This design comes from an exercise in tuning for small area on the open sky130 flow, not from production work. In this exercise RTL edits were held to simulation tests only and were not proved equivalent to the original. No activity file was given, so power comes from the tool's default toggle rates.

--- design/flow/run.sh ---
#!/bin/bash
# synth_recipe.tcl (not shown) runs the flow's synth.tcl, then flattens the netlist and writes it again
# the make line also repeats each setting of config.mk as NAME=value (left out here)
make -C /OpenROAD-flow-scripts/flow DESIGN_CONFIG=/design/flow/config.mk WORK_HOME=/design/flow/orfs CLKGATE_MAP_FILE= SYNTH_SCRIPT=/design/flow/synth_recipe.tcl finish
--- design/flow/config.mk ---
export PLATFORM = sky130hd
export DESIGN_NAME = aqa32_core
export DESIGN_NICKNAME = aqa32_core
export VERILOG_FILES = /design/flow/design.v
export SDC_FILE = /design/flow/constraint.sdc
export NUM_CORES = 4
export LEC_CHECK = 0
export CAP_MARGIN = 20
export CORE_MARGIN = 2
export CORE_UTILIZATION = 40
export PLACE_DENSITY = 0.6
export SLEW_MARGIN = 20
--- design/flow/constraint.sdc ---
create_clock -name core_clock -period 12.0 [get_ports {clk}]
set_input_delay 2.4000 -clock core_clock [delete_from_list [all_inputs] [get_ports {clk}]]
set_output_delay 2.4000 -clock core_clock [all_outputs]
set_load 0.01 [all_outputs]
--- design/flow/design.v ---
module aqa32_core (
    input  wire        clk,
    input  wire        rst,           
    output wire        mem_req,
    output wire        mem_we,
    output wire [7:0]  mem_addr,
    output wire [31:0] mem_wdata,
    input  wire        mem_ready,
    input  wire [31:0] mem_rdata,
    output wire        out_valid,
    output wire        out_chr,       
    output wire [31:0] out_value,
    input  wire        inp_avail,
    output wire        inp_take,
    output wire        halted,
    output wire        fault,
    output wire [2:0]  fault_code,
    output wire [31:0] fault_pc
);
    localparam [4:0] OP_LDR = 5'd0,  OP_STR = 5'd1,  OP_ADD = 5'd2,  OP_SUB = 5'd3,
                     OP_MOV = 5'd4,  OP_CMP = 5'd5,  OP_B   = 5'd6,  OP_BEQ = 5'd7,
                     OP_BNE = 5'd8,  OP_BGT = 5'd9,  OP_BLT = 5'd10, OP_AND = 5'd11,
                     OP_ORR = 5'd12, OP_EOR = 5'd13, OP_MVN = 5'd14, OP_LSL = 5'd15,
                     OP_LSR = 5'd16, OP_HALT = 5'd17, OP_INP = 5'd18, OP_OUT = 5'd19;
    localparam [4:0] S_INIT  = 5'd0,    
                     S_FETCH = 5'd1,
                     S_DEC   = 5'd2,
                     S_STAT  = 5'd3,
                     S_OP    = 5'd4,    
                     S_CHK   = 5'd5,
                     S_MEM   = 5'd6,
                     S_LDD   = 5'd7,
                     S_WBW   = 5'd8,
                     S_WB    = 5'd9,    
                     S_OUTV  = 5'd10,
                     S_INP   = 5'd11,
                     S_INCW  = 5'd12,
                     S_INC   = 5'd13,   
                     S_ROT   = 5'd14,   
                     S_SHO   = 5'd15,   
                     S_FCW   = 5'd16,
                     S_FCAP  = 5'd17,   
                     S_FAULT = 5'd18,
                     S_HALT  = 5'd19;
    reg  [4:0]  st;
    reg  [4:0]  cnt;
    reg  [31:0] W;
    reg  [31:0] Y;
    reg  [7:0]  A8;
    reg  [8:0]  P;
    reg         pcc;      
    reg         alc;      
    reg         acc;      
    reg         gt;       
    reg         cz;       
    reg         cn;       
    reg  [2:0]  fcode;
    wire [4:0]  opcode = W[31:27];
    wire [3:0]  rn     = W[26:23];
    wire [3:0]  rd     = W[22:19];
    wire [2:0]  mode   = W[18:16];
    wire [15:0] o2     = W[15:0];
    wire is_ldr  = opcode == OP_LDR;
    wire is_str  = opcode == OP_STR;
    wire is_cmp  = opcode == OP_CMP;
    wire is_lsl  = opcode == OP_LSL;
    wire is_lsr  = opcode == OP_LSR;
    wire is_out  = opcode == OP_OUT;
    wire is_br   = (opcode >= OP_B) && (opcode <= OP_BLT);
    wire is_shift = is_lsl || is_lsr;
    wire alu_wr  = (opcode == OP_ADD) || (opcode == OP_SUB) || (opcode == OP_MOV) ||
                   (opcode == OP_AND) || (opcode == OP_ORR) || (opcode == OP_EOR) ||
                   (opcode == OP_MVN);
    wire uses_rn = (opcode == OP_ADD) || (opcode == OP_SUB) || (opcode == OP_AND) ||
                   (opcode == OP_ORR) || (opcode == OP_EOR) || (opcode == OP_LSL) ||
                   (opcode == OP_LSR) || (opcode == OP_CMP) || (opcode == OP_OUT);
    wire uses_rd = alu_wr || is_ldr || is_str || is_shift;
    wire f_op   = opcode >= 5'd20;
    wire f_mode = mode >= 3'd2;
    wire f_rng  = ((mode == 3'd0) && (o2 >= 16'd14)) ||
                  (uses_rn && (rn >= 4'd14)) || (uses_rd && (rd >= 4'd14));
    wire sfault = f_op || f_mode || f_rng;
    wire [2:0] scode = f_op ? 3'd3 : f_mode ? 3'd4 : 3'd2;
    wire c0    = cnt == 5'd0;
    wire c31   = cnt == 5'd31;
    wire pc_lo = cnt < 5'd9;
    wire a8_lo = cnt < 5'd8;
    wire hi8   = cnt >= 5'd8;
    wire pass  = (st == S_INIT) || (st == S_OP) || (st == S_WB) || (st == S_INC) ||
                 (st == S_ROT) || (st == S_SHO) || (st == S_FCAP);
    wire cc  = c0 ? (st != S_FCAP) : pcc;
    wire pcs = pc_lo && (P[0] ^ cc);
    wire [12:0] rb;
    genvar k;
    generate
        for (k = 0; k < 13; k = k + 1) begin : R
            reg [31:0] q;
            assign rb[k] = q[0];
        end
    endgenerate
    function rsel(input [3:0] idx, input [12:0] bits, input pcb);
        if (idx == 4'd13) rsel = pcb;
        else if (idx < 4'd13) rsel = bits[idx];
        else rsel = 1'b0;
    endfunction
    wire [3:0] sel_a = is_str ? rd : rn;
    wire a    = rsel(sel_a, rb, pcs);
    wire breg = rsel(o2[3:0], rb, pcs);
    wire wm   = W[cnt];
    wire imm  = wm && !cnt[4];
    wire op2  = mode[0] ? imm : breg;
    wire sub = (opcode == OP_SUB) || is_cmp;
    wire bb  = op2 ^ sub;
    wire ac  = c0 ? sub : alc;
    wire sum = a ^ bb ^ ac;
    wire co  = (a & bb) | (a & ac) | (bb & ac);
    reg  y;
    always @(*) begin
        case (opcode)
            OP_ADD, OP_SUB: y = sum;
            OP_AND:         y = a & op2;
            OP_ORR:         y = a | op2;
            OP_EOR:         y = a ^ op2;
            OP_MVN:         y = ~op2;
            default:        y = op2;
        endcase
    end
    reg taken;
    always @(*) begin
        case (opcode)
            OP_B:    taken = 1'b1;
            OP_BEQ:  taken = !cz;
            OP_BNE:  taken = cz;
            OP_BGT:  taken = cz && !cn;
            OP_BLT:  taken = cn;
            default: taken = 1'b0;
        endcase
    end
    wire [4:0] s   = A8[4:0];
    wire big       = acc || (A8[7:5] != 3'd0);
    wire lt        = cnt < s;
    wire shout     = Y[0] && !(is_lsl && lt);
    reg wbit;
    always @(*) begin
        case (st)
            S_OP:    wbit = y;
            S_WB:    wbit = wm;
            S_SHO:   wbit = shout;
            default: wbit = 1'b0;
        endcase
    end
    wire [3:0] wsel = (st == S_WB) ? A8[3:0] : rd;
    wire wrd   = ((st == S_OP) && alu_wr) || (st == S_SHO) || (st == S_WB);
    wire fin   = (st == S_INIT) || (st == S_WB) || (st == S_INC) || (st == S_SHO) ||
                 ((st == S_OP) && (alu_wr || is_cmp || is_br));
    wire pwr   = (st == S_INIT) || (wrd && (wsel == 4'd13)) ||
                 ((st == S_OP) && is_br && taken);
    wire pin   = pwr ? wbit : fin ? (P[0] ^ cc) : P[0];
    generate
        for (k = 0; k < 13; k = k + 1) begin : RW
            wire we = (st == S_INIT) || (wrd && (wsel == k));
            always @(posedge clk)
                R[k].q <= {we ? wbit : R[k].q[0], R[k].q[31:1]};
        end
    endgenerate
    wire dev_bad = acc || (A8[7:2] != 6'd0) || !(A8[0] ^ A8[1]);
    wire kbit    = !cnt[4] || (cnt == 5'd20);    
    reg [4:0] nst;
    always @(*) begin
        nst = st;
        case (st)
            S_INIT:  if (c31) nst = S_FETCH;
            S_FETCH: begin
                if (acc) nst = S_FAULT;
                else if (P[8]) nst = S_FCW;
                else if (mem_ready) nst = S_DEC;
            end
            S_DEC:   nst = S_STAT;
            S_STAT: begin
                if (sfault) nst = S_FCW;
                else if (opcode == OP_HALT) nst = S_HALT;
                else if (opcode == OP_INP) nst = S_INP;
                else if (c31) nst = S_OP;
            end
            S_OP: if (c31) nst = (is_ldr || is_str || is_out) ? S_CHK :
                                 is_shift ? S_ROT : S_FETCH;
            S_CHK: begin
                if (is_out) nst = (dev_bad || (gt && A8[1])) ? S_FCW : S_OUTV;
                else nst = acc ? S_FCW : S_MEM;
            end
            S_MEM:   if (mem_ready) nst = is_str ? S_INCW : S_LDD;
            S_LDD:   nst = S_WBW;
            S_WBW:   if (c31) nst = S_WB;
            S_WB:    if (c31) nst = S_FETCH;
            S_OUTV:  nst = S_INCW;
            S_INP:   if (inp_avail) nst = S_INCW;
            S_INCW:  if (c31) nst = S_INC;
            S_INC:   if (c31) nst = S_FETCH;
            S_ROT:   if (c31) nst = S_SHO;
            S_SHO:   if (c31) nst = S_FETCH;
            S_FCW:   if (c31) nst = S_FCAP;
            S_FCAP:  if (c31) nst = S_FAULT;
            default: ;
        endcase
    end
    always @(posedge clk) begin
        if (rst) begin
            st  <= S_INIT;
            cnt <= 5'd0;
        end else begin
            st  <= nst;
            cnt <= cnt + 5'd1;
        end
    end
    always @(posedge clk) begin
        if (st == S_FETCH) fcode <= 3'd2;
        else if (st == S_STAT) fcode <= scode;
        else if (st == S_CHK) fcode <= !is_out ? 3'd2 : dev_bad ? 3'd5 : 3'd6;
        if ((st == S_DEC) || (st == S_LDD)) W <= mem_rdata;
        pcc <= cc & P[0];
        if (pass && pc_lo) P <= {pin, P[8:1]};
        if ((st == S_OP) && a8_lo) A8 <= {op2, A8[7:1]};
        else if ((st == S_MEM) && mem_ready) A8[3:0] <= rd;
        if (pass) begin
            if (st == S_OP) Y <= {pwr ? wbit : a, Y[31:1]};
            else if (st == S_FCAP) Y <= {pcs, Y[31:1]};
            else if (st == S_ROT) begin
                if (big || (lt ^ is_lsl)) Y <= {(is_lsr || big) ? 1'b0 : Y[0], Y[31:1]};
            end else Y <= {wbit, Y[31:1]};
        end
        if ((st == S_OP) || fin)
            acc <= c0 ? 1'b0 : (acc || (hi8 && (fin ? (pwr && wbit) : op2)));
        alc <= co;
        gt  <= kbit ? (a && gt && !c0) : (a || gt);
        if (st == S_INIT) begin
            cz <= 1'b0;
            cn <= 1'b0;
        end else if ((st == S_OP) && is_cmp) begin
            cz <= (cz && !c0) || sum;
            if (c31) cn <= !co;
        end
    end
    assign mem_req   = (st == S_FETCH) || (st == S_MEM);
    assign mem_we    = (st == S_MEM) && is_str;
    assign mem_addr  = (st == S_FETCH) ? P[7:0] : A8;
    assign mem_wdata = Y;
    assign out_valid = st == S_OUTV;
    assign out_chr   = A8[1];
    assign out_value = Y;
    assign inp_take  = (st == S_INP) && inp_avail;
    assign halted    = st == S_HALT;
    assign fault     = st == S_FAULT;
    assign fault_code = fcode;
    assign fault_pc  = Y;
endmodule
==> results of run 1 <==
kinds of logic after synthesis:
kind of cell / synth area share [%]
AO/OA/AOI/OAI: 6.74
XOR/XNOR: 0.419
adder cells (fa/ha/maj): 1.08
buffers and inverters: 4.78
flip-flops: 76.3
multiplexers: 3.71
AND/OR/NAND/NOR: 6.99
critical path, cell delays in order:
cell                              delay (ns)
sky130_fd_sc_hd__clkdlybuf4s50_1        0.48
sky130_fd_sc_hd__and4_1                 0.20
sky130_fd_sc_hd__clkdlybuf4s50_1        0.54
sequential cells by signal, indices dropped and copies added (netlist names):
name	cells
cn	1
gt	1
cz	1
W	32
st	5
acc	1
A8	8
pcc	1
fcode	3
R.q	416
Y	32
cnt	5
alc	1
P	9
stage by stage:
stage	setup slack, ns	instance area (um2)	utilization, %	power [mW]
3_3_place_gp	5.99	16100	44.5	2.98
4_1_cts	5.97	17800	49.1	4.53
3_5_place_dp	5.98	16100	44.5	2.99
5_1_grt	5.92	17800	49.1	4.67
6_report	5.98	17800	49.1	4.47
2_1_floorplan	6.98	14600	-	2.66
metal layers:
metal | up-vias | wire length, um | track usage (%)
met4 | 0 | 802 | 5.82
met5 | - | 0 | 0
met1 | 3723 | 12800 | 19.6
li1 | 3784 | - | -
met3 | 61 | 1640 | 3.33
met2 | 255 | 12000 | 22.4
cell usage after synthesis, types with 3 or more instances:
cell type                     n
sky130_fd_sc_hd__dfxtp_1    434
sky130_fd_sc_hd__edfxtp_1    82
sky130_fd_sc_hd__buf_4       64
sky130_fd_sc_hd__nand2_1     52
sky130_fd_sc_hd__nor2_1      44
sky130_fd_sc_hd__a21oi_1     34
sky130_fd_sc_hd__o21ai_0     30
sky130_fd_sc_hd__clkbuf_1    24
sky130_fd_sc_hd__nand3_1     21
sky130_fd_sc_hd__inv_1       20
sky130_fd_sc_hd__mux2_2      20
sky130_fd_sc_hd__nor3_1      20
sky130_fd_sc_hd__mux2i_1     16
sky130_fd_sc_hd__ha_1        11
sky130_fd_sc_hd__nand2b_1     9
sky130_fd_sc_hd__a211oi_1     8
sky130_fd_sc_hd__a31oi_1      8
sky130_fd_sc_hd__nand3b_1     8
sky130_fd_sc_hd__nor4_1       8
sky130_fd_sc_hd__o31ai_1      8
sky130_fd_sc_hd__buf_2        7
sky130_fd_sc_hd__mux4_2       7
sky130_fd_sc_hd__a21boi_0     6
sky130_fd_sc_hd__o211ai_1     6
sky130_fd_sc_hd__o21a_1       5
sky130_fd_sc_hd__o22ai_1      5
sky130_fd_sc_hd__a2111oi_0    4
sky130_fd_sc_hd__a221oi_1     4
sky130_fd_sc_hd__and3_1       4
sky130_fd_sc_hd__and3b_1      4
sky130_fd_sc_hd__nor2b_1      4
sky130_fd_sc_hd__xnor2_1      4
sky130_fd_sc_hd__a21o_1       3
sky130_fd_sc_hd__a22oi_1      3
sky130_fd_sc_hd__nand4_1      3
sky130_fd_sc_hd__nor3b_1      3
sky130_fd_sc_hd__xor2_1       3
report_power, final:
part | leakage (nW) | internal, mW | switching [mW] | total (mW)
registers | 4.33 | 2.10 | 0.158 | 2.26
clock network | 0.827 | 0.895 | 0.628 | 1.52
logic | 1.60 | 0.375 | 0.310 | 0.685
total | 6.76 | 3.37 | 1.09 | 4.47
area by class of cell:
class / instances / area (um2) / share of cell area, %
well taps: 468 / 586 / 3.29
repair buffers: 154 / 1530 / 8.59
inverters: 21 / 78.8 / 0.443
multi-input cells: 406 / 2780 / 15.6
flip-flops and latches: 516 / 11200 / 62.6
clock inverters: 18 / 176 / 0.991
clock buffers: 72 / 1500 / 8.41
worst paths after layout:
kind                                start   endpoint  slack, ns  cells after the start
worst max register to register     cnt[0]       P[8]       6.83                     17
worst max-delay path            inp_avail   inp_take       5.98                      3
worst min-delay path            R[1].q[7]  R[1].q[6]       0.32                      0
worst min register to register  R[1].q[7]  R[1].q[6]       0.32                      0
==> results.cfg, run 1 <==
[outcome]
status = complete, no violations

[clock_network]
htreeDepth = 2
total_cts_buffers = 48
post_cts_resize_count = 0
number_of_clock_sinks = 516
cts-root-to-sink-buffers = 3
clockRootBuffer = sky130_fd_sc_hd__clkbuf_16
hold_buffers = 0
clock_insertion_delay_worst_skew_ns = 0.56
tritoncts = yes
cts.reportedPaths.clkPinSlew_ns = 0.06
cts_post_setup_buffers_inserted = 0

[setup_path]
worst-endpoint-required_ns = 9.60
worstSetupPathType = in -> out
worst-path-max-fanout = 2
worstSetupStartpointType = input port
cp_capture_type = output port
timing.critical_path.arrival_ns = 3.62

[layout]
most_common_library_cell_in_the_layout_ignoring_fill_and_taps = sky130_fd_sc_hd__dfxtp_1
final_net_count = 1195
area_growth_pct = 21.7
layout_common_cells = sky130_fd_sc_hd__dfxtp_1, sky130_fd_sc_hd__clkdlybuf4s50_1, sky130_fd_sc_hd__edfxtp_1
finish.cell_count_without_fillers = 1655
proportion_of_layout_cells_with_a_drive_suffix_above_1_pct = 10.5
nFillCells = 3141
diodes = 0

[sta]
final_min_period_over_clock_period_pct = 50.2
period_minus_slack_ns = 6.02
report.final.setup_viol = 0
tns_ns = 0
setup_repair_after_global_routing_missed_its_margin = no
finalHoldWorstSlack_ns = 0.321
slew_violations = 0
max_freq_ghz = 0.166
timing.max_slew.rel_slack_pct = 35.6
timing_worst_slew_pin_value_ns = 0.964
hold_violations = 0
layout_skew_ns = 0.0158

[synth]
yosysSeqAreaShare_pct = 76.3
syn_inst = 1040
synth_top_area_share_pct = 59.4
post_synth_instance_area_um2 = 14600
synth_enable_flop_cells = 82
syn_nets = 1088
synth_flop_cell = sky130_fd_sc_hd__dfxtp_1
yosys-top-cells-area = sky130_fd_sc_hd__dfxtp_1, sky130_fd_sc_hd__edfxtp_1, sky130_fd_sc_hd__buf_4
synthDistinctLibCells = 72
yosys_register_bits = 516
synth.avg_cell_area_um2 = 14.1
synthArstFlopShare_pct = 0
yosys.area.top_type = sky130_fd_sc_hd__dfxtp_1
yosysWarnings = 1

[route]
dr.first_iter.drc_count = 322
drt_pass1_iterations = 5
remaining_drc_errors = 0
total_number_of_vias = 7823
detail_routed_net_length_per_standard_cell_um = 16.5
detail_route.wirelength_um = 27300
ant_nets_after_route = 0
vias_per_cell = 4.73

[global_route]
global_route.usage.total_pct = 14.4
global_route_wire_length_before_repair_um = 43200
grt_antenna_before_repair = 0
grt_pass1_vias = 7592
grt-ovfl-total = 0
maximum_number_of_pins_on_one_net_before_global_route_repair = 33

[die]
initial_core_util_pct = 40.3
ports_placed_on_the_boundary = 150
floorplan.die.width_um = 195
die_y_um = 195
core-area_um2 = 36300
design.die.area_um2 = 38100
rows = 70

[placed_design]
post-dp-hpwl_um = 18300
port_buffers = 149
placed_cells_incl_taps = 1565
place.gp.congestion = 0.827

[power_and_ir_drop]
power_density_nw_per_um2 = 251
static-leakage-power_nw = 6.76
vdd_ir_drop_max_mv = 0.149

[min_path]
hold_path_class = reg -> reg

[run]
max-cap-violations = 0
==> run 2: changes to the inputs <==
--- a/design/flow/config.mk
+++ b/design/flow/config.mk
@@ -5,8 +5,10 @@
 export SDC_FILE = /design/flow/constraint.sdc
 export NUM_CORES = 4
 export LEC_CHECK = 0
+export ABC_AREA = 1
 export CAP_MARGIN = 20
 export CORE_MARGIN = 2
 export CORE_UTILIZATION = 40
+export CTS_BUF_LIST = sky130_fd_sc_hd__clkbuf_4
 export PLACE_DENSITY = 0.6
 export SLEW_MARGIN = 20
==> run 2 against run 1 <==
Still clean on timing, DRC and antenna. Clock-buffer cell count up 104. Die area is 0.46% lower. Non-clock buffer count shrank 4. Global-route usage is 0.40 points lower. Synthesized area down 0.47%. Combinational power increased by 27%. Fmax shrank 0.24%. Sequential power up 21%. First-iteration DRC count increased by 56%. Critical path depth is 1 higher.
==> results.cfg, run 2 <==
[clock_network]
post_cts_resize_count = 0
hold_buffers = 0
tritoncts = yes
number_of_clock_sinks = 516
cts-root-to-sink-buffers = 3
cts_post_setup_buffers_inserted = 0
total_cts_buffers = 116
clock_insertion_delay_worst_skew_ns = 0.80
cts.reportedPaths.clkPinSlew_ns = 0.07
htreeDepth = 3
clockRootBuffer = sky130_fd_sc_hd__clkbuf_4

[setup_path]
worst-path-max-fanout = 2
critical_path.top_delay_family = buffers and inverters
worstSetupStartpointType = input port
worst_path_most_repeated_cell = sky130_fd_sc_hd__clkdlybuf4s50_1
crit-reg2reg-launch = cnt[0]
rr_worst_depth = 21
worstSetupPathType = in -> out
critPathBufInv = 3
worst_r2r_endpoint = acc
cp_capture_type = output port
max_stage_delay_ns = 0.56
worst-r2r-setup-slack_ns = 7.47
critical_path_s_slowest_cell = sky130_fd_sc_hd__clkdlybuf4s50_1
timing.critical_path.arrival_ns = 3.64
worst-endpoint-required_ns = 9.60
path_cells = clkdlybuf4s50_1 > inv_1 > nor3_1 > clkdlybuf4s50_1

[route]
dr.first_iter.drc_count = 501
total_number_of_vias = 8486
remaining_drc_errors = 0
top_layer = met4
vias_per_cell = 4.41
route.met3.wl_um = 1490
wl_met2_um = 11100
detail_routed_net_length_per_standard_cell_um = 13.7
drt_pass1_iterations = 5
ant_nets_after_route = 0
wl_met1_um = 13100
detail_route.wirelength_um = 26300

[layout]
largest_registers = R.q x416, W x32, Y x32
proportion_of_layout_cells_with_a_drive_suffix_above_1_pct = 16.3
final_design_area_no_fill_um2 = 17600
largest_register_ffs = 416
layout_common_cells = sky130_fd_sc_hd__dfxtp_1, sky130_fd_sc_hd__clkbuf_4, sky130_fd_sc_hd__nand2_1
final_net_count = 1417
finish.cell_count_without_fillers = 1926
most_common_library_cell_in_the_layout_ignoring_fill_and_taps = sky130_fd_sc_hd__dfxtp_1
area_growth_pct = 21.2
registers.top_by_ff_count = R.q
finish.utilization_pct = 49.5

[die]
die_y_um = 195
floorplan.die.width_um = 195
initial_core_util_pct = 40.8
ports_placed_on_the_boundary = 150
core-area_um2 = 35700
design.die.area_um2 = 37900
rows = 69

[min_path]
instance_count_along_the_most_critical_hold_path = 0
hold_path_class = reg -> reg
hold-path-endpoint = R[6].q[1]
hold_start = R[6].q[2]

[sta]
report.final.setup_viol = 0
tns_ns = 0
hold_violations = 0
slew_violations = 0
period_minus_slack_ns = 6.04
max_freq_ghz = 0.166
final_min_period_over_clock_period_pct = 50.3
setup_repair_after_global_routing_missed_its_margin = no
timing_worst_slew_pin_value_ns = 0.997
layout_skew_ns = 0.0930
timing.max_slew.rel_slack_pct = 33.4

[synth]
syn_inst = 1175
yosys.area.top_type = sky130_fd_sc_hd__dfxtp_1
synth.avg_cell_area_um2 = 12.4
yosysSeqAreaShare_pct = 76.6
synth_flop_cell = sky130_fd_sc_hd__dfxtp_1
yosysWarnings = 1
synthArstFlopShare_pct = 0
yosys-top-cells-area = sky130_fd_sc_hd__dfxtp_1, sky130_fd_sc_hd__edfxtp_1, sky130_fd_sc_hd__nand2_1
syn_nets = 1223
synth_enable_flop_cells = 82
yosys_register_bits = 516
yosys.cell_count.top_type = sky130_fd_sc_hd__dfxtp_1
synth_common_cells = sky130_fd_sc_hd__dfxtp_1, sky130_fd_sc_hd__nand2_1, sky130_fd_sc_hd__inv_1
synthDistinctLibCells = 51
post_synth_instance_area_um2 = 14600
synth_top_area_share_pct = 59.7

[run]
max-cap-violations = 0

[placed_design]
port_buffers = 149
place.gp.congestion = 0.894
post-dp-hpwl_um = 18100
placed_cells_incl_taps = 1712
placed_cell_area_um2 = 16100

[global_route]
grt_antenna_before_repair = 1
grt_pass1_vias = 8173
grt-ovfl-total = 0
global_route.usage.total_pct = 14.0
maximum_number_of_pins_on_one_net_before_global_route_repair = 33
global_route_wire_length_before_repair_um = 41900

[power_and_ir_drop]
static-leakage-power_nw = 7.36
vdd_ir_drop_max_mv = 0.150
power_density_nw_per_um2 = 279

[outcome]
status = complete, no violations
==> run 2: worst max path at each step <==
stage | startpoint | endpoint | slack, ns | cells after the start
2_1_floorplan | inp_avail | inp_take | 6.86 | 2
3_3_place_gp | inp_avail | inp_take | 5.96 | 4
3_5_place_dp | inp_avail | inp_take | 5.95 | 4
4_1_cts | inp_avail | inp_take | 5.95 | 4
5_1_grt | inp_avail | inp_take | 5.93 | 4
6_report | inp_avail | inp_take | 5.96 | 4
==> run 2: logic make-up (layout without fill, tap and decap cells) <==
| family | after synthesis | count (layout) | synth area share (%) |
|---|---|---|---|
| adders and majority gates | 12 | 12 | 1.08 |
| other | 0 | 1 | 0 |
| buffers and inverters | 180 | 469 | 6.44 |
| and+or+nand+nor | 330 | 330 | 10.3 |
| DFF | 516 | 516 | 76.6 |
| xor gates and xnor gates | 2 | 2 | 0.120 |
| AOI/OAI and AO/OA | 135 | 135 | 5.47 |
==> run 2: through the flow <==
step | worst slack, ns | power [mW] | hold slack (ns)
6_report | 5.96 | 4.92 | 0.263
5_1_grt | 5.93 | 5.22 | 0.273
4_1_cts | 5.95 | 5.00 | 0.263
3_5_place_dp | 5.95 | 3.64 | 0.312
3_3_place_gp | 5.96 | 3.63 | 0.310
2_1_floorplan | 6.86 | 3.23 | 0.310
==> run 2: report_power, final <==
group | leakage [nW] | internal (mW) | switching (mW)
Clock | 0.911 | 0.697 | 0.626
Combinational | 2.05 | 0.414 | 0.454
Sequential | 4.40 | 2.49 | 0.244
Total | 7.36 | 3.60 | 1.32
==> run 2: area by class of cell <==
cell class	count	area, um2
antenna	1	2.50
clock buffer	176	1320
clock inverter	37	203
fill	3238	18000
inverter	106	400
multi-input combinational	479	2480
sequential	516	11200
tap	461	577
timing repair buffer	150	1500
==> run 2: metal layers <==
metal	track usage [%]	vias up
li1	-	4251
met1	19.5	3924
met2	20.3	262
met3	4.03	49
met4	6.16	0
met5	0	-
==> run 3: changes to the inputs <==
==> design/flow/flow/run.sh (new file) <==
#!/bin/bash
# Standard ORFS layout, with two changes: port buffers use the smallest buffer
# cell, and clock tree synthesis uses clkbuf_4 without dummy loads.
set -euo pipefail
bash standard.sh \
  "BUFFER_PORTS_ARGS=-buffer_cell sky130_fd_sc_hd__buf_1" \
  "CTS_ARGS=-sink_clustering_enable -repair_clock_nets -buf_list sky130_fd_sc_hd__clkbuf_4 -dont_use_dummy_load" \
  finish > standard.log 2>&1
==> design/flow/standard.sh (new file) <==
#!/bin/bash
# synth_recipe.tcl (not shown) runs the flow's synth.tcl, then flattens the netlist and writes it again
# the make line also repeats each setting of config.mk as NAME=value (left out here)
make -C /OpenROAD-flow-scripts/flow DESIGN_CONFIG=/design/flow/config.mk WORK_HOME=/design/flow/orfs CLKGATE_MAP_FILE= SYNTH_SCRIPT=/design/flow/synth_recipe.tcl "${@:-finish}"
--- a/design/flow/config.mk
+++ b/design/flow/config.mk
@@ -9,6 +9,5 @@
 export CAP_MARGIN = 20
 export CORE_MARGIN = 2
 export CORE_UTILIZATION = 40
-export CTS_BUF_LIST = sky130_fd_sc_hd__clkbuf_4
 export PLACE_DENSITY = 0.6
 export SLEW_MARGIN = 20
removed: design/flow/run.sh
==> run 3 against run 2 <==
Still clean on timing, DRC and antenna. Critical endpoint unchanged. Sequential cell count is the same. Largest cell class unchanged. Synthesized cell count is the same. Utilization shrank 4.5 points. Highest routed layer unchanged.
==> results.cfg, run 3 <==
[outcome]
status = complete, no violations

[synth]
yosys.area.top_type = sky130_fd_sc_hd__dfxtp_1
synth_common_cells = sky130_fd_sc_hd__dfxtp_1, sky130_fd_sc_hd__nand2_1, sky130_fd_sc_hd__inv_1
synth_enable_flop_cells = 82
synth_flop_cell = sky130_fd_sc_hd__dfxtp_1
yosysSeqAreaShare_pct = 76.6
synth_top_area_share_pct = 59.7
synthArstFlopShare_pct = 0
yosys.cell_count.top_type = sky130_fd_sc_hd__dfxtp_1
yosys_register_bits = 516
syn_nets = 1223
synth_compound_area_share_pct = 5.47
share_of_cell_area_taken_by_muxes_after_synthesis_pct = 0
synthXorXnorAreaFrac_pct = 0.120
largest_family_of_logic_cells_by_synthesized_area = simple AND/OR/NAND/NOR gates
synthDistinctLibCells = 51
post_synth_instance_area_um2 = 14600
yosys-top-cells-area = sky130_fd_sc_hd__dfxtp_1, sky130_fd_sc_hd__edfxtp_1, sky130_fd_sc_hd__nand2_1
yosysWarnings = 1
synth_area_in_simple_gates_pct = 10.3
syn_inst = 1175
synth-adder-area-share_pct = 1.08
synth.avg_cell_area_um2 = 12.4

[setup_path]
worst-path-max-fanout = 2
cp_capture_type = output port
worstSetupPathType = in -> out
worst_path_most_repeated_cell = sky130_fd_sc_hd__buf_1
critical_path.top_delay_family = buffers and inverters
max_stage_delay_ns = 0.19
critPathBufInv = 3
path_cells = buf_1 > inv_1 > nor3_1 > buf_1
critical_path_s_slowest_cell = sky130_fd_sc_hd__nor3_1
timing.critical_path.arrival_ns = 2.87
worstSetupStartpointType = input port
worst-endpoint-required_ns = 9.60

[placed_design]
place.gp.congestion = 0.875
post-dp-hpwl_um = 17900
port_buffers = 149
placed_cells_incl_taps = 1712

[global_route]
global_route_wire_length_before_repair_um = 41700
grt_pass1_vias = 8096
grt-ovfl-total = 0
maximum_number_of_pins_on_one_net_before_global_route_repair = 33
grt_antenna_before_repair = 1
global_route.usage.total_pct = 14.0

[sta]
max_freq_ghz = 0.190
report.final.setup_viol = 0
final_min_period_over_clock_period_pct = 43.9
hold_violations = 0
timing_worst_slew_pin_value_ns = 1.10
tns_ns = 0
setup_repair_after_global_routing_missed_its_margin = no
slew_violations = 0
layout_skew_ns = 0.0878
period_minus_slack_ns = 5.27
finalHoldWorstSlack_ns = 0.287
timing.max_slew.rel_slack_pct = 26.7

[clock_network]
clockRootBuffer = sky130_fd_sc_hd__clkbuf_4
htreeDepth = 3
clock_insertion_delay_worst_skew_ns = 0.75
total_cts_buffers = 114
cts_post_setup_buffers_inserted = 0
post_cts_resize_count = 0
hold_buffers = 0
tritoncts = yes
cts.reportedPaths.clkPinSlew_ns = 0.07
number_of_clock_sinks = 516
cts-root-to-sink-buffers = 3

[layout]
largest_register_ffs = 416
layout_common_cells = sky130_fd_sc_hd__dfxtp_1, sky130_fd_sc_hd__nand2_1, sky130_fd_sc_hd__buf_1
area_growth_pct = 10.2
largest_registers = R.q x416, W x32, Y x32
final_net_count = 1415
proportion_of_layout_cells_with_a_drive_suffix_above_1_pct = 12.0
most_common_library_cell_in_the_layout_ignoring_fill_and_taps = sky130_fd_sc_hd__dfxtp_1
finish.cell_count_without_fillers = 1827
finish.utilization_pct = 45.0
registers.top_by_ff_count = R.q

[power_and_ir_drop]
fin_total_pwr_mw = 4.33
static-leakage-power_nw = 6.58
vdd_ir_drop_max_mv = 0.120
power_density_nw_per_um2 = 270

[die]
ports_placed_on_the_boundary = 150
design.die.area_um2 = 37900
core-area_um2 = 35700
initial_core_util_pct = 40.8
rows = 69
floorplan.die.width_um = 195
die_y_um = 195

[route]
vias_per_cell = 4.56
detail_route.wirelength_um = 25700
drt_pass1_iterations = 4
remaining_drc_errors = 0
total_number_of_vias = 8339
dr.first_iter.drc_count = 465
detail_routed_net_length_per_standard_cell_um = 14.1
ant_nets_after_route = 0

[run]
max-cap-violations = 0

[min_path]
hold_path_class = reg -> reg
run 3: cell types whose count changed in the layout (fill, tap and decap cells not counted), sizes merged:
cell and change:
clkbuf -62, clkinv -32, bufinv -1, buf +149, clkdlybuf4s50 -149, inv -4
run 3: final timing paths:
check                                from         to  slack, ns  cells past startpoint
worst max-delay path            inp_avail   inp_take       6.73                      4
worst min-delay path            R[6].q[7]  R[6].q[6]       0.29                      0
worst max register to register     cnt[0]        acc       7.52                     26
worst min register to register  R[6].q[7]  R[6].q[6]       0.29                      0
run 3: per-stage QoR:
stage,worst slack [ns],cell area (um2)
after global routing,6.62,16000
after detailed placement,6.74,15200
after CTS,6.73,16000
after global placement,6.73,15200
after floorplan,6.86,14600
final,6.73,16000
run 3: kinds of logic after synthesis:
logic type / Yosys count
AO/OA/AOI/OAI: 135
AND/OR/NAND/NOR: 330
XOR/XNOR: 2
flip-flops: 516
adder cells (fa/ha/maj): 12
buffers and inverters: 180
run 3: worst reg2reg max path, delay by kind of cell, from the launching register on:
| family | cells | cell delay [ns] |
|---|---|---|
| AND/OR/NAND/NOR | 13 | 1.68 |
| buffers and inverters | 5 | 0.69 |
| AO/OA/AOI/OAI | 5 | 0.49 |
| flip-flops | 1 | 0.52 |
| adder cells (fa/ha/maj) | 3 | 0.81 |
run 3: report_power, final:
| group | leakage, nW | switching, mW | internal [mW] |
|---|---|---|---|
| sequential | 4.40 | 0.244 | 2.49 |
| clock | 0.524 | 0.529 | 0.429 |
| combinational | 1.65 | 0.451 | 0.190 |
run 3: layout make-up:
type	count	area [um2]
antenna	1	2.50
clock buffer	114	856
fill	3310	19600
inverter	106	400
multi-input combinational	479	2480
sequential	516	11200
tap	461	577
timing repair buffer	150	567
run 3: per-layer routing:
| metal | share of wire [%] | vias up | GRT usage [%] |
|---|---|---|---|
| li1 | - | 4142 | - |
| met1 | 51 | 3888 | 20.0 |
| met2 | 41 | 259 | 19.7 |
| met3 | 5.6 | 50 | 3.99 |
| met4 | 2.3 | 0 | 5.85 |
| met5 | 0 | - | 0 |
==> run 4: changes to the inputs <==
==> design/flow/flow/run.sh (replaced) <==
#!/bin/bash
# Standard ORFS layout, with two changes: port buffers use the smallest buffer
# cell, and clock tree synthesis uses clkbuf_4 without dummy loads.
set -euo pipefail
bash standard.sh \
  "BUFFER_PORTS_ARGS=-buffer_cell sky130_fd_sc_hd__buf_1" \
  "CTS_ARGS=-sink_clustering_enable -repair_clock_nets -buf_list sky130_fd_sc_hd__clkbuf_8 -sink_clustering_size 20 -sink_clustering_max_diameter 60 -dont_use_dummy_load" \
  finish > standard.log 2>&1
==> run 4 against run 3 <==
Still clean. Cell area shrank 2.2%. Power shrank 5.2%. Largest cell class unchanged. Critical endpoint unchanged. Combinational power grew 2%. Via count shrank 4.6%.
==> results.cfg, run 4 <==
[global_route]
grt_pass1_vias = 7368
global_route_wire_length_before_repair_um = 39800
grt_antenna_before_repair = 0
grt-ovfl-total = 0
global_route.usage.total_pct = 13.3
maximum_number_of_pins_on_one_net_before_global_route_repair = 33

[route]
detail_routed_net_length_per_standard_cell_um = 14.3
vias_per_cell = 4.55
detail_route.wirelength_um = 25000
dr.first_iter.drc_count = 506
total_number_of_vias = 7952
remaining_drc_errors = 0
ant_nets_after_route = 0
drt_pass1_iterations = 5

[setup_path]
worst-path-max-fanout = 2
worstSetupPathType = in -> out
cp_capture_type = output port
worst-endpoint-required_ns = 9.60
rr_worst_depth = 26
worstSetupStartpointType = input port
timing.critical_path.arrival_ns = 2.87

[layout]
largest_registers = R.q x416, W x32, Y x32
area_growth_pct = 7.77
largest_register_ffs = 416
nFillCells = 3308
diodes = 0
layout_common_cells = sky130_fd_sc_hd__dfxtp_1, sky130_fd_sc_hd__nand2_1, sky130_fd_sc_hd__buf_1
seq_area_um2 = 11200
registers.top_by_ff_count = R.q
most_common_library_cell_in_the_layout_ignoring_fill_and_taps = sky130_fd_sc_hd__dfxtp_1
final_net_count = 1337
multiInputGateArea_um2 = 2480
finish.utilization_pct = 44.0
finish.cell_count_without_fillers = 1748
final_design_area_no_fill_um2 = 15700
proportion_of_layout_cells_with_a_drive_suffix_above_1_pct = 6.68

[run]
max-cap-violations = 0

[placed_design]
placed_cell_area_um2 = 15200
port_buffers = 149
post-dp-hpwl_um = 17900
place.gp.congestion = 0.875
placed_cells_incl_taps = 1712
placement.setup.worst_slack_ns = 6.74

[min_path]
hold_path_class = reg -> reg
instance_count_along_the_most_critical_hold_path = 0

[clock_network]
cts_post_setup_buffers_inserted = 0
cts-root-to-sink-buffers = 3
total_cts_buffers = 35
post_cts_resize_count = 0
clockRootBuffer = sky130_fd_sc_hd__clkbuf_8
clock_insertion_delay_worst_skew_ns = 0.56
number_of_clock_sinks = 516
cts.reportedPaths.clkPinSlew_ns = 0.10
hold_buffers = 0
tritoncts = yes
htreeDepth = 2

[die]
design.die.area_um2 = 37900
floorplan.die.width_um = 195
ports_placed_on_the_boundary = 150
rows = 69
initial_core_util_pct = 40.8
die_y_um = 195
core-area_um2 = 35700

[outcome]
status = complete, no violations

[synth]
post_synth_instance_area_um2 = 14600
syn_nets = 1223
synth_common_cells = sky130_fd_sc_hd__dfxtp_1, sky130_fd_sc_hd__nand2_1, sky130_fd_sc_hd__inv_1
synth.avg_cell_area_um2 = 12.4
yosys.cell_count.top_type = sky130_fd_sc_hd__dfxtp_1
yosysSeqAreaShare_pct = 76.6
yosys-top-cells-area = sky130_fd_sc_hd__dfxtp_1, sky130_fd_sc_hd__edfxtp_1, sky130_fd_sc_hd__nand2_1
synthArstFlopShare_pct = 0
synth_top_area_share_pct = 59.7
yosys.area.top_type = sky130_fd_sc_hd__dfxtp_1
synthDistinctLibCells = 51
syn_inst = 1175
synth_flop_cell = sky130_fd_sc_hd__dfxtp_1
yosysWarnings = 1
yosys_register_bits = 516
synth_enable_flop_cells = 82

[sta]
layout_skew_ns = 0.112
period_minus_slack_ns = 5.27
setup_repair_after_global_routing_missed_its_margin = no
slew_violations = 0
finalHoldWorstSlack_ns = 0.243
timing_worst_slew_pin_value_ns = 1.05
max_freq_ghz = 0.190
final_min_period_over_clock_period_pct = 43.9
timing.max_slew.rel_slack_pct = 29.8
postLayoutSetupSlackWorst_ns = 6.73
tns_ns = 0
report.final.setup_viol = 0
hold_violations = 0

[power_and_ir_drop]
static-leakage-power_nw = 6.32
vdd_ir_drop_max_mv = 0.130
fin_total_pwr_mw = 4.11
power_density_nw_per_um2 = 262
## run 4: path summary, 6_finish.rpt
check	startpoint	endpoint	slack [ns]
max	inp_avail	inp_take	6.73
min reg2reg	R[7].q[29]	R[7].q[28]	0.24
min	R[7].q[29]	R[7].q[28]	0.24
max reg2reg	cnt[0]	acc	7.50
## run 4: power breakdown
group / internal (mW) / total, mW / switching, mW
combinational: 0.200 / 0.653 / 0.453
sequential: 2.48 / 2.73 / 0.245
clock: 0.264 / 0.728 / 0.464
total: 2.94 / 4.11 / 1.16
## run 4: layer usage
metal	track usage (%)	vias to the layer above	part of all wire (%)	wire, um
met1	20.2	3732	52	13000
met2	19.3	228	41	10300
li1	-	3954	-	-
met4	3.22	0	1.6	406
met3	2.52	38	5.2	1310
met5	0	-	0	0
## run 4: layout make-up
type                       instances  share of cell area (%)
clock buffer                      35                    3.07
inverter                         106                    2.55
multi-input combinational        479                    15.8
sequential                       516                    71.1
tap                              461                    3.68
timing repair buffer             151                    3.79
## run 4: logic make-up after synthesis
group | share of synthesized area [%]
DFF | 76.6
AOI/OAI and AO/OA | 5.47
and+or+nand+nor | 10.3
buffers and inverters | 6.44
adders and majority gates | 1.08
xor gates and xnor gates | 0.120
## run 4: worst max-delay path: stages
cell and delay, ns:
sky130_fd_sc_hd__buf_1 0.07, sky130_fd_sc_hd__inv_1 0.05, sky130_fd_sc_hd__nor3_1 0.19, sky130_fd_sc_hd__buf_1 0.17
==> run 5: changes to the inputs <==
==> design/flow/flow/run.sh (replaced) <==
#!/bin/bash
# Standard ORFS layout, with two changes: port buffers use the smallest buffer
# cell, and clock tree synthesis uses clkbuf_4 without dummy loads.
set -euo pipefail
bash standard.sh \
  "BUFFER_PORTS_ARGS=-buffer_cell sky130_fd_sc_hd__buf_1" \
  "CTS_ARGS=-sink_clustering_enable -repair_clock_nets -buf_list sky130_fd_sc_hd__clkbuf_4 -sink_clustering_size 10 -sink_clustering_max_diameter 50 -dont_use_dummy_load" \
  finish > standard.log 2>&1
==> run 5 against run 4 <==
Clock skew fell by 0.014 ns. Global-route usage increased by 0.30 points. Sequential power barely moved. Sequential cell count unchanged. Register-to-register slack improved by 0.08 ns. Clock power down 3.3%. Cell area down 0.15%. Wire length grew 0.97%. Power fell by 0.57%. Critical path type unchanged. Largest power group unchanged. Highest routed layer unchanged.
==> results.cfg, run 5 <==
[setup_path]
worst-path-max-fanout = 2
worstSetupEndpoint = inp_take
first_element_of_the_critical_path = inp_avail
worstSetupPathType = in -> out
rr_worst_depth = 22
timing.critical_path.arrival_ns = 2.87
worstSetupStartpointType = input port
worst-endpoint-required_ns = 9.60
worst-r2r-setup-slack_ns = 7.58
worst_r2r_endpoint = acc
crit-reg2reg-launch = cnt[0]
cp_capture_type = output port

[global_route]
grt_pass1_vias = 7653
maximum_number_of_pins_on_one_net_before_global_route_repair = 33
global_route_wire_length_before_repair_um = 40600
grt_antenna_before_repair = 1
grt-ovfl-total = 0
global_route.usage.total_pct = 13.6

[clock_network]
htreeDepth = 2
tritoncts = yes
hold_buffers = 0
clockRootBuffer = sky130_fd_sc_hd__clkbuf_4
number_of_clock_sinks = 516
clock_insertion_delay_worst_skew_ns = 0.76
cts-root-to-sink-buffers = 3
total_cts_buffers = 60
post_cts_resize_count = 0
cts_post_setup_buffers_inserted = 0
cts.reportedPaths.clkPinSlew_ns = 0.10

[die]
die_y_um = 195
initial_core_util_pct = 40.8
design.die.area_um2 = 37900
floorplan.die.width_um = 195
core-area_um2 = 35700
rows = 69
ports_placed_on_the_boundary = 150

[placed_design]
post-dp-hpwl_um = 17900
port_buffers = 149
placement.setup.worst_slack_ns = 6.74
place.gp.congestion = 0.875

[sta]
period_minus_slack_ns = 5.27
timing.max_slew.rel_slack_pct = 29.1
hold_violations = 0
timing_worst_slew_pin_value_ns = 1.06
setup_repair_after_global_routing_missed_its_margin = no
slew_violations = 0
report.final.setup_viol = 0
tns_ns = 0
layout_skew_ns = 0.0980
max_freq_ghz = 0.190
postLayoutSetupSlackWorst_ns = 6.73
final_min_period_over_clock_period_pct = 43.9
finalHoldWorstSlack_ns = 0.248

[layout]
registers.top_by_ff_count = R.q
finish.utilization_pct = 43.9
final_net_count = 1362
most_common_library_cell_in_the_layout_ignoring_fill_and_taps = sky130_fd_sc_hd__dfxtp_1
largest_registers = R.q x416, W x32, Y x32
area_growth_pct = 7.61
nFillCells = 3339
layout_common_cells = sky130_fd_sc_hd__dfxtp_1, sky130_fd_sc_hd__nand2_1, sky130_fd_sc_hd__buf_1
largest_register_ffs = 416
proportion_of_layout_cells_with_a_drive_suffix_above_1_pct = 8.46

[min_path]
instance_count_along_the_most_critical_hold_path = 0
hold_path_class = reg -> reg

[synth]
yosys-top-cells-area = sky130_fd_sc_hd__dfxtp_1, sky130_fd_sc_hd__edfxtp_1, sky130_fd_sc_hd__nand2_1
synth_flop_cell = sky130_fd_sc_hd__dfxtp_1
yosys.cell_count.top_type = sky130_fd_sc_hd__dfxtp_1
yosysWarnings = 1
synth_common_cells = sky130_fd_sc_hd__dfxtp_1, sky130_fd_sc_hd__nand2_1, sky130_fd_sc_hd__inv_1
syn_nets = 1223
syn_inst = 1175
synthArstFlopShare_pct = 0
post_synth_instance_area_um2 = 14600
yosys.area.top_type = sky130_fd_sc_hd__dfxtp_1
synth_enable_flop_cells = 82
synth_top_area_share_pct = 59.7
synth.avg_cell_area_um2 = 12.4
yosys_register_bits = 516
synthDistinctLibCells = 51
yosysSeqAreaShare_pct = 76.6

[route]
total_number_of_vias = 8095
ant_nets_after_route = 0
drt_pass1_iterations = 4
detail_routed_net_length_per_standard_cell_um = 14.2
vias_per_cell = 4.56
dr.first_iter.drc_count = 467
remaining_drc_errors = 0
detail_route.wirelength_um = 25300

[power_and_ir_drop]
vdd_ir_drop_max_mv = 0.121
static-leakage-power_nw = 6.34
fin_total_pwr_mw = 4.08
power_density_nw_per_um2 = 261

[outcome]
status = complete, no violations

[run]
max-cap-violations = 0
-- run 5: changes by cell type in the layout (fill, tap and decap cells not counted), sizes merged --
cell and delta:
clkbuf +25, diode +3
-- run 5: routing by layer --
layer	wire length [um]	track usage [%]	vias to the layer above
met2	10400	19.4	236
met1	12900	20.2	3792
met4	497	4.61	0
met3	1410	2.93	44
met5	0	0	-
li1	-	-	4023
-- run 5: stage by stage --
step | cells | cell area, um2
5_1_grt | 1775 | 15700
4_1_cts | 1772 | 15600
3_5_place_dp | 1712 | 15200
3_3_place_gp | 1712 | 15200
6_report | 1776 | 15700
2_1_floorplan | 1175 | 14600
-- run 5: power by group --
part | switching (mW) | internal (mW) | total (mW)
Combinational | 0.453 | 0.200 | 0.653
Sequential | 0.245 | 2.48 | 2.73
Clock | 0.475 | 0.229 | 0.704
-- run 5: layout make-up --
cell class | count | area (um2) | share of cell area (%)
multi-input cells | 479 | 2480 | 15.8
repair buffers | 151 | 594 | 3.80
clock buffers | 60 | 450 | 2.88
inverters | 106 | 400 | 2.56
diodes | 3 | 7.51 | 0.0479
flip-flops and latches | 516 | 11200 | 71.2
well taps | 461 | 577 | 3.68
-- run 5: kinds of logic after synthesis --
group	after synthesis	share of synthesized area (%)
buf+inv	180	6.44
simple gates	330	10.3
flops	516	76.6
fa+ha+maj	12	1.08
xor+xnor	2	0.120
compound gates	135	5.47
-- run 5: critical path, cell delays in order --
cell                     delay (ns)
sky130_fd_sc_hd__buf_1         0.07
sky130_fd_sc_hd__inv_1         0.05
sky130_fd_sc_hd__nor3_1        0.19
sky130_fd_sc_hd__buf_1         0.17
-- run 5: how the worst min path moves through the flow --
stage	from	slack, ns	end
finish	R[8].q[21]	0.25	R[8].q[20]
global route	R[8].q[23]	0.25	R[8].q[22]
global placement	R[7].q[31]	0.31	R[7].q[30]
detailed placement	R[1].q[10]	0.31	R[1].q[9]
floorplan	R[0].q[1]	0.31	R[0].q[0]
CTS	R[8].q[21]	0.24	R[8].q[20]

==> re-timing with driven ports <==
No port has a modelled driver above. Below, the same layouts with a new extraction and two added sets of constraints. Step 1, drivers: a clkbuf_16 drives clk and a buf_2 each remaining input, both assumed. Step 2, shift: input delay + t, output delay - t, t = (earliest + latest rising clock arrival at the registers) / 2. This alone moves slack from input paths to output paths. a / b / c = ideal ports / drivers / drivers and shift; a / b = the first two.
run	t (ns)	setup WS [ns]	worst setup path after step 2	worst register clock-pin slew, ns	worst slew at a driven data input, ns
run 1	0.603	5.975 / 5.943 / 5.943	input to output	0.07 / 0.07	0.05
run 2	0.792	5.961 / 5.936 / 5.936	input to output	0.07 / 0.07	0.07
run 3	0.760	6.728 / 6.701 / 6.701	input to output	0.07 / 0.07	0.06
run 4	0.557	6.728 / 6.700 / 6.700	input to output	0.12 / 0.12	0.06
run 5	0.750	6.728 / 6.701 / 6.701	input to output	0.11 / 0.11	0.06
After both steps setup and hold are still met in every run listed. For run 1, which loses most, drivers alone change the setup slack by -0.032 ns; drivers and shift together by -0.032 ns.
